Background: an optimization exercise with open tools, aiming at small area, a short achievable clock period and few clock cycles per item. Do not read the settings as production practice.
The RTL was checked by simulation tests, not by an equivalence proof against the original design.

Design mdx_sample_alu, start of the top module:
module mdx_sample_alu (
    input  wire        clk,
    input  wire        rst_n,       
    input  wire        in_valid,
    output wire        in_ready,
    input  wire [1:0]  in_op,
    input  wire [31:0] in_a,
    input  wire [31:0] in_b,
    input  wire [31:0] in_c,
    output wire        out_valid,
    input  wire        out_ready,
    output wire [31:0] out_data
);
    localparam [31:0] QNAN = 32'h7FC00000;
    localparam [1:0] OP_WIN  = 2'd0;
    localparam [1:0] OP_IFR  = 2'd1;
    localparam [1:0] OP_NORM = 2'd2;
    localparam [1:0] OP_ADD  = 2'd3;
    localparam integer DK = 5;
    localparam integer DN = 5;
    localparam integer DI = DK * DN;
    function [32:0] bka32;
        input [31:0] a;
        input [31:0] b;
        input        cin;
        reg   [31:0] p, g, pp;
        integer i, l;
        begin
            p  = a ^ b;
            g  = a & b;
            g[0] = g[0] | (p[0] & cin);
            pp = p;
            for (l = 0; l < 5; l = l + 1)
                for (i = 0; i < 32; i = i + 1)
                    if ((i % (2 << l)) == (2 << l) - 1) begin
                        g[i]  = g[i] | (pp[i] & g[i - (1 << l)]);
                        pp[i] = pp[i] & pp[i - (1 << l)];
                    end
            for (l = 3; l >= 0; l = l - 1)
                for (i = 0; i < 32; i = i + 1)
                    if (i >= (3 << l) - 1 && (i % (2 << l)) == (1 << l) - 1) begin
                        g[i]  = g[i] | (pp[i] & g[i - (1 << l)]);
                        pp[i] = pp[i] & pp[i - (1 << l)];
                    end
            bka32 = {g[31], p ^ {g[30:0], cin}};
        end
    endfunction
    function lt23;
        input [22:0] a;
        input [22:0] b;
        reg   [32:0] t;
        begin
            t    = bka32({9'd0, b}, {9'd0, ~a}, 1'b0);
            lt23 = t[23];
        end
    endfunction
    function [31:0] rnd_pack;
        input        s;
        input [9:0]  e;
        input [26:0] m;
        input        st;
        reg          inc;
        reg   [32:0] pk;
        begin
            inc = m[2] & (m[1] | m[0] | st | m[3]);
            pk  = bka32({1'b0, (m[26] ? e[7:0] : 8'd0), m[25:3]}, 32'd0, inc);
  ...
clock: 19.0 ns
lec_check: 0
abc_area: 1
cap_margin: 20
core_margin: 2
core_utilization: 55
setup_slack_margin: 5
slew_margin: 20
run.sh (not shown) runs the stock make flow with config.mk's settings and CLKGATE_MAP_FILE= SYNTH_SCRIPT=/design/flow/synth_recipe.tcl, a recipe that flattens the netlist after the stock synthesis.
Testbench counts at the start, summed over its fixed seeds: cycles 26,696, items 24,000.
Edit:
--- a/flow/design.v
+++ b/flow/design.v
@@ -175,29 +175,33 @@
             dv_nb[j] = dv_y3 & ~(&dv_yp);
             dv_m  = ({28{dv_pb[j]}} & ~dv_d2) | ({28{dv_nb[j]}} & dv_d2);
             dv_s  = dv_s2 ^ dv_c2 ^ dv_m;
             dv_c  = {(dv_s2[26:0] & dv_c2[26:0]) | (dv_s2[26:0] & dv_m[26:0]) |
                      (dv_c2[26:0] & dv_m[26:0]), dv_pb[j]};
         end
     end
     wire        dv_last = dv_run & (dv_cnt == DN - 1);
     reg         dv_done;
     wire [32:0] dv_wx  = bka32({4'd0, dv_ws}, {4'd0, dv_wc}, 1'b0);
     wire [27:0] dv_w   = dv_wx[27:0];
     wire        dv_neg = dv_w[27];
-    wire [32:0] dv_wdx = bka32({4'd0, dv_w}, {4'd0, dv_d2f}, 1'b0);
+    wire [27:0] dv_cs  = dv_ws ^ dv_wc ^ dv_d2f;
+    wire [27:0] dv_cc  = {(dv_ws[26:0] & dv_wc[26:0]) | (dv_ws[26:0] & dv_d2f[26:0]) |
+                          (dv_wc[26:0] & dv_d2f[26:0]), 1'b0};
+    wire [32:0] dv_wdx = bka32({4'd0, dv_cs}, {4'd0, dv_cc}, 1'b0);
     wire [27:0] dv_wd  = dv_wdx[27:0];
     wire        dv_nz  = dv_neg ? (dv_wd != 28'd0) : (dv_w != 28'd0);
-    wire [32:0] dv_qx33 = bka32({{(32-DI){1'b0}}, dv_qp}, {{(32-DI){1'b0}}, ~dv_qn}, ~dv_neg);
-    wire [DI-1:0] dv_q = dv_qx33[DI-1:0];
+    wire [32:0] dv_q0  = bka32({{(32-DI){1'b0}}, dv_qp}, {{(32-DI){1'b0}}, ~dv_qn}, 1'b1);
+    wire [32:0] dv_q1  = bka32({{(32-DI){1'b0}}, dv_qp}, {{(32-DI){1'b0}}, ~dv_qn}, 1'b0);
+    wire [DI-1:0] dv_q = dv_neg ? dv_q1[DI-1:0] : dv_q0[DI-1:0];
     wire [DI+26:0] dv_qx = {dv_q, 27'd0};
     wire [27:0] d_w = {dv_qx[DI+26:DI], (dv_qx[DI-1:0] != 0) | dv_nz};
     wire        r_fromt = sp;
     wire        r_div   = is_div;
     wire [27:0] r_w  = r_fromt ? rt[27:0] : r_div ? d_w : m_w;
     wire [9:0]  r_e0 = r_div ? d_e : m_e;
     wire        r_s  = r_div ? d_s : m_s;
     wire        r_top = r_w[27];
     wire [26:0] r_m  = (r_fromt | r_top) ? r_w[27:1] : r_w[26:0];
     wire        r_st = (r_fromt | r_top) ? r_w[0] : 1'b0;
     wire [9:0]  r_e  = r_fromt ? 10'd1 : r_top ? r_e0 : (r_e0 - 10'd1);
     wire [31:0] r_val = rnd_pack(r_s, r_e, r_m, r_st);
The changed run finished clean.
Sequential cell count is unchanged.
Die area rose by about 1.4%.
Clock skew fell by 0.043 ns.
Worst setup slack got worse by 0.013 ns.
Non-clock buffer count rose by 1.
First-iteration DRC count fell by 5.5%.
Testbench counts after the change, summed over its fixed seeds: cycles 26,696, items 24,000.

========
mdx_sample_alu, a different RTL version from the one above (not shown whole).
Size in the first run: about 8000 cells after synthesis, ~470 flip-flops, about 61000 µm² of cells after synthesis.
// mdx_sample_alu
module mdx_sample_alu (
    input  wire        clk,
    input  wire        rst_n,       
    input  wire        in_valid,
    output wire        in_ready,
    input  wire [1:0]  in_op,
    input  wire [31:0] in_a,
    input  wire [31:0] in_b,
    input  wire [31:0] in_c,
    output wire        out_valid,
    input  wire        out_ready,
    output wire [31:0] out_data
);
make LEC_CHECK=0 ABC_AREA=1 CAP_MARGIN=20 CORE_MARGIN=2 CORE_UTILIZATION=55 SETUP_SLACK_MARGIN=5 SLEW_MARGIN=20 finish   # period 19.0 ns
Testbench counts at the start, summed over its fixed seeds: cycles 30,069, items 24,000.
==> next run, changes <==
--- a/flow/design.v
+++ b/flow/design.v
@@ -56,26 +56,24 @@
     localparam integer QB = 2;     
     localparam integer QN = 1 << QB;
     reg  [31:0] qm [0:QN-1];
     reg  [QN-1:0] qr;              
     reg  [QB-1:0] qh, qt;
     reg  [QB:0] qc;
     reg         dv_bg;             
     reg  [22:0] dv_d;              
     reg  [9:0]  dv_e;
     reg         dv_sg;
     reg         ph_alloc;          
     reg  [QB-1:0] dv_slot;
-    assign out_valid = (qc != 0) & qr[qh];
-    assign out_data  = qm[qh];
     wire [7:0]  a_ef = ra[30:23];
     wire [7:0]  b_ef = rb[30:23];
     wire        a_fz = (ra[22:0] == 23'd0);
     wire        b_fz = (rb[22:0] == 23'd0);
     wire        a_e0 = (a_ef == 8'd0) & ~hida;
     wire        b_e0 = (b_ef == 8'd0) & ~hidb;
     wire        a_sub  = a_e0 & ~a_fz;
     wire        b_sub  = b_e0 & ~b_fz;
     wire        a_zero = a_e0 & a_fz;
     wire        b_zero = b_e0 & b_fz;
     wire        a_emax = (a_ef == 8'hFF);
     wire        b_emax = (b_ef == 8'hFF);
@@ -160,47 +158,51 @@
     wire [27:0] r_w  = r_fromt ? rt[27:0] : r_div ? d_w : m_w;
     wire [9:0]  r_e0 = r_div ? d_e : m_e;
     wire        r_s  = r_div ? d_s : m_s;
     wire        r_top = r_w[27];
     wire [26:0] r_m  = (r_fromt | r_top) ? r_w[27:1] : r_w[26:0];
     wire        r_st = (r_fromt | r_top) ? r_w[0] : 1'b0;
     wire [9:0]  r_e  = r_fromt ? 10'd1 : r_top ? r_e0 : (r_e0 - 10'd1);
     wire [31:0] r_val = rnd_pack(r_s, r_e, r_m, r_st);
     wire        r_low = r_e0[9] | (r_e0[8:1] == 8'd0);       
     wire [9:0]  r_shn = 10'd1 - r_e0;
     wire [4:0]  r_shc = (r_shn[9:5] != 5'd0) ? 5'd31 : r_shn[4:0];
     wire [31:0] bg_val = rnd_pack(dv_sg, dv_e, d_w[27:1], d_w[0]);
-    wire        q_full = qc[QB];
     wire        div_wr = dv_bg & dv_done & ph_alloc;
-    wire        t_push = t_v & ~q_full & ~div_wr;
+    wire        q_hdiv = div_wr & (dv_slot == qh);
+    assign out_valid = (qc != 0) & (qr[qh] | q_hdiv);
+    assign out_data  = q_hdiv ? bg_val : qm[qh];
+    wire        q_pop  = out_valid & out_ready;
+    integer     qi;
+    wire        q_full = qc[QB] & ~q_pop;
+    wire        t_push = t_v & ~q_full;
     wire        t_free = ~t_v | t_push;
     wire        div_idle = ~dv_run & (~dv_done | div_wr);
     wire        dv_can = s0_v & is_div & ~sp & ~normalising & ~d_spec & div_idle;
     wire        d_norm = ~d_e[9] & (d_e != 10'd0);
     wire        bg_go  = dv_can & d_norm & t_free;
     wire        fg_go  = dv_can & ~d_norm;
     wire        dv_start = bg_go | fg_go;
     wire        fg_done = dv_done & ~dv_bg;
     wire        spec  = is_div ? d_spec : m_spec;
     wire        mul_ok = ~is_div & ~normalising & ~sp & ~settle & (m_spec | ~r_low);
     wire        div_ok = is_div & ~normalising & ~sp & (d_spec | (fg_done & ~r_low));
     wire        sp_ok  = sp & (sh == 5'd0);
     wire        res_ok = mul_ok | div_ok | sp_ok;
     wire [31:0] res_v  = (~sp & spec) ? (is_div ? d_spv : m_spv) : r_val;
     wire        to_rb  = scl_pass;
     wire        sp_go  = s0_v & ~sp & ~normalising & ~t_v & ~settle &
                          (is_div ? (~d_spec & fg_done & r_low) : (~m_spec & r_low));
     wire        s0_done = s0_v & res_ok & ~to_rb & t_free;
     wire        s0_free = s0_done | bg_go;
-    wire        q_pop = out_valid & out_ready;
     wire [31:0] t_res = t_add ? fadd(rcc, rt) : rt;
     assign in_ready = ~s0_v | s0_free;
     always @(posedge clk) begin
         if (!rst_n) begin
             s0_v   <= 1'b0;
             t_v    <= 1'b0;
             sp     <= 1'b0;
             dv_run <= 1'b0;
             dv_done <= 1'b0;
             dv_bg  <= 1'b0;
             ph_alloc <= 1'b0;
             qh     <= 0;
@@ -239,30 +241,32 @@
                 dv_cnt <= dv_cnt + 4'd1;
                 if (dv_last) begin
                     dv_run  <= 1'b0;
                     dv_done <= 1'b1;
                 end
             end
             if (sp_go) begin
                 sp <= 1'b1;
             end else if (sp_ok & (to_rb | t_free)) begin
                 sp <= 1'b0;
             end
         end
-        if (div_wr) begin
-            qm[dv_slot] <= bg_val;
-            qr[dv_slot] <= 1'b1;
-        end else if (t_push) begin
-            qm[qt] <= t_res;
-            qr[qt] <= ~t_ph;
+        for (qi = 0; qi < QN; qi = qi + 1) begin
+            if (t_push && qt == qi) begin
+                qm[qi] <= t_res;
+                qr[qi] <= ~t_ph;
+            end else if (div_wr && dv_slot == qi) begin
+                qm[qi] <= bg_val;
+                qr[qi] <= 1'b1;
+            end
         end
         if (t_push & t_ph)
             dv_slot <= qt;
         if (dv_start) begin
             dv_d <= rb[22:0];
             dv_e <= d_e;
             dv_sg <= d_s;
         end
         if (s0_done) begin
             rt    <= res_v;
             rcc   <= rc;
             t_add <= (op == OP_IFR) | (op == OP_ADD);
Outcome: Global-route usage rises by 2.1 points; fmax falls slightly; via count rises by a few percent; setup slack is worse by 0.049 ns; design area rises by a few percent; die area rises slightly.
Testbench counts after the change, summed over its fixed seeds: cycles 26,696, items 24,000.

port drivers added, routing unchanged:
The flow's constraints put no driver on any port. The routed layouts listed below were extracted and timed again, unchanged, in two steps.
Step 1: set_driving_cell puts a clkbuf_16 on clk and a buf_2 on each other input, an assumption about the parent block.
Step 2, shift: input delay + t, output delay - t, t = (earliest + latest rising clock arrival at the registers) / 2. This alone moves slack from input paths to output paths.
a / b / c = ideal ports / drivers / drivers and shift; a / b = the first two.
run | shift t [ns] | setup slack, ns | pins driven straight from the clock port
the first run of note 1 | 0.728 | 5.517 / 5.439 / 5.943 | 1
the second run of note 1 | 0.752 | 5.505 / 5.426 / 5.918 | 1
the first run of note 2 | 0.742 | 5.654 / 5.654 / 5.654 | 1
the second run of note 2 | 0.755 | 5.605 / 5.531 / 5.817 | 1
After both steps setup and hold are still met in every run listed.
